What follows belongs to an exercise in optimizing a design on an open flow for small area, a short achievable clock period and few clock cycles per item; a production flow would make more cautious choices.
In this exercise RTL edits were held to simulation tests only and were not proved equivalent to the original.
Power figures rest on the tool's default switching activity, not on a simulated workload.

Setup of north:
==> flow/design.v (excerpt) <==
module agon_crypto (
    input  wire       clk,
    input  wire       rst,               
    input  wire       req,               
    input  wire       we,                
    input  wire       peek,              
    input  wire [7:0] addr,              
    input  wire [7:0] wdata,             
    input  wire       op_allowed,        
    input  wire       write_protected,   
    output wire       busy,              
    output reg  [7:0] rdata              
);
    localparam [5:0] LAST_IDX  = 6'h03;
    localparam [5:0] BLOCK_IDX = 6'h04;
    localparam [5:0] STATE_IDX = 6'h18;
    function [31:0] rotr;
        input [31:0] x;
        input integer k;
        begin
            rotr = (x >> k) | (x << (32 - k));
        end
    endfunction
    function [31:0] big_s0;
        input [31:0] x;
        begin
            big_s0 = rotr(x, 2) ^ rotr(x, 13) ^ rotr(x, 22);
        end
    endfunction
    function [31:0] big_s1;
        input [31:0] x;
        begin
            big_s1 = rotr(x, 6) ^ rotr(x, 11) ^ rotr(x, 25);
        end
    endfunction
    function [31:0] small_s0;
        input [31:0] x;
        begin
            small_s0 = rotr(x, 7) ^ rotr(x, 18) ^ (x >> 3);
        end
    endfunction
    function [31:0] small_s1;
        input [31:0] x;
        begin
            small_s1 = rotr(x, 17) ^ rotr(x, 19) ^ (x >> 10);
        end
    endfunction
    function [31:0] iv;
        input [2:0] j;
        begin
            case (j)
                3'd0: iv = 32'h6a09e667; 3'd1: iv = 32'hbb67ae85;
  ...
clock: 10.0 ns
lec_check: 0
abc_clock_period_in_ps: 4000
cap_margin: 20
core_margin: 2
core_utilization: 40
cts_buf_list: sky130_fd_sc_hd__clkbuf_8
cts_cluster_diameter: 40
cts_cluster_size: 12
place_density: 0.6
setup_slack_margin: 5
slew_margin: 20
standard.sh (not shown) runs the stock make flow with config.mk's settings and CLKGATE_MAP_FILE= SYNTH_SCRIPT=/design/flow/synth_recipe.tcl, a recipe that flattens the netlist after the stock synthesis.
==> flow/flow/run.sh <==
#!/bin/bash
# The standard layout (the standard.sh: standard synthesis, ORFS
# floorplan to finish at the design's clock and constraints), with two
# repair/CTS settings changed:
#  - clock tree synthesis inserts no dummy load cells (and uses the buffer
#    list and sink clustering from config.mk).
# Each tool's output goes to ORFS's own logs; make's output to standard.log.
set -euo pipefail
bash standard.sh SETUP_SLACK_MARGIN=5.6 \
  "CTS_ARGS=-sink_clustering_enable -repair_clock_nets -dont_use_dummy_load -buf_list sky130_fd_sc_hd__clkbuf_8 -sink_clustering_size 12 -sink_clustering_max_diameter 40" \
  finish > standard.log 2>&1
Testbench counts of north, summed over its fixed seeds: cycles 14,722, blocks 129.
Input-level comparison between south and north:
- changing CTS_CLUSTER_SIZE from 12 to 18
- changing CORE_UTILIZATION from 40 to 50
- changing PLACE_DENSITY from 0.6 to 0.65
- changing CTS_CLUSTER_DIAMETER from 40 to 50
==> flow/flow/run.sh <==
#!/bin/bash
# The standard layout (the standard.sh: standard synthesis, ORFS
# floorplan to finish at the design's clock and constraints), with these
# settings changed:
#  - clock tree synthesis inserts no dummy load cells (and uses the buffer
#    list and sink clustering from config.mk),
#  - pin placement keeps the we input next to the busy output (flow/io.tcl).
# Each tool's output goes to ORFS's own logs; make's output to standard.log.
set -euo pipefail
bash standard.sh SETUP_SLACK_MARGIN=5.6 \
  "CTS_ARGS=-sink_clustering_enable -repair_clock_nets -dont_use_dummy_load -buf_list sky130_fd_sc_hd__clkbuf_8 -sink_clustering_size 18 -sink_clustering_max_diameter 50" \
  "IO_CONSTRAINTS=$PWD/flow/io.tcl" \
  finish > standard.log 2>&1
==> flow/flow/io.tcl (new file) <==
# Pin placement constraint: keep the we input next to the busy output, whose
# path from we is the shortest input-to-output path.
set_io_pin_constraint -group -order -pin_names {we busy}
## What came out
south was carried through to the last stage, and its layout satisfied the timing, DRC and antenna checks.
Wire length of the first global-routing pass went up slightly going from north to south.
south vs. north: slew at the pin with the worst max-slew slack increased by 0.068 ns relative to the old numbers; final area decreased by 2.0% relative to the old numbers; power share of the combinational group increased by 0.3 points relative to the old numbers; post-synthesis to final-layout area growth decreased by 2.3 points relative to the old numbers; compound-cell area share of the yosys netlist closely matched the old numbers.
Of the two values seen for classification of the worst setup path, in2reg was produced by north and reg2reg by south.
For east, these inputs were changed with respect to south:
- PLACE_DENSITY now 0.6, was 0.65
- CORE_UTILIZATION now 40, was 50
### Flow results
Each of the runs, namely south and east, reached the end of the flow and came out clean. The last weighted congestion value of the routability-driven placer of east is lower than that of south. east vs south — routed length on met3 dropped by more than 10%. east and south ended up with roughly the same cell area. east vs. south: routed wire length dropped about 3.5%; non-clock buffer count lower. [compare] base=south new=east: maximum operating frequency about even, final worst slack rose 0.0052 ns, maximum single-stage delay on the critical path fell 0.24 ns, utilization fell 11 points, die area rose about 25%.
> inputs changed (east -> west)
-- flow/flow/run.sh --
<<< east, line 8
# Each tool's output goes to ORFS's own logs; make's output to standard.log.
set -euo pipefail
bash standard.sh SETUP_SLACK_MARGIN=5.6 \
  "CTS_ARGS=-sink_clustering_enable -repair_clock_nets -dont_use_dummy_load -buf_list sky130_fd_sc_hd__clkbuf_8 -sink_clustering_size 18 -sink_clustering_max_diameter 50" \
  "IO_CONSTRAINTS=$PWD/flow/io.tcl" \
>>> west, line 8
# Each tool's output goes to ORFS's own logs; make's output to standard.log.
set -euo pipefail
bash standard.sh SETUP_SLACK_MARGIN=5.45 \
  "CTS_ARGS=-sink_clustering_enable -repair_clock_nets -dont_use_dummy_load -buf_list sky130_fd_sc_hd__clkbuf_8 -sink_clustering_size 18 -sink_clustering_max_diameter 50" \
  "IO_CONSTRAINTS=$PWD/flow/io.tcl" \
==> comparison <==
- Lower sequential share of power was reported by west, not east.
- Taking east as the reference, in west via count stayed essentially flat, global-route usage went up, worst-path maximum fanout higher.

afterwards: timing with drivers on the ports:
The flow's constraints put no driver on any port. The routed layouts listed below were extracted and timed again, unchanged, in two steps.
Step 1 assumes that a clkbuf_16 drives the clock port and a buf_2 every other input.
Step 2 also shifts input and output timing later by t, the mid clock arrival at the registers, as if the neighbouring blocks saw the same clock.
a / b / c = ideal ports / drivers / drivers and shift; a / b = the first two.
run	shift t [ns]	setup WS [ns]	slew at the worst register clock pin (ns)
north	1.027	5.456 / 5.426 / 4.483	0.08 / 0.08
south	0.997	5.466 / 5.435 / 4.525	0.11 / 0.11
east	1.003	5.471 / 5.421 / 4.580	0.11 / 0.11
west	1.000	5.357 / 5.357 / 4.596	0.11 / 0.11
After both steps setup and hold are still met in every run listed. The setup slack of north, which loses most, moves by -0.030 ns with the drivers and by -0.973 ns with both steps.
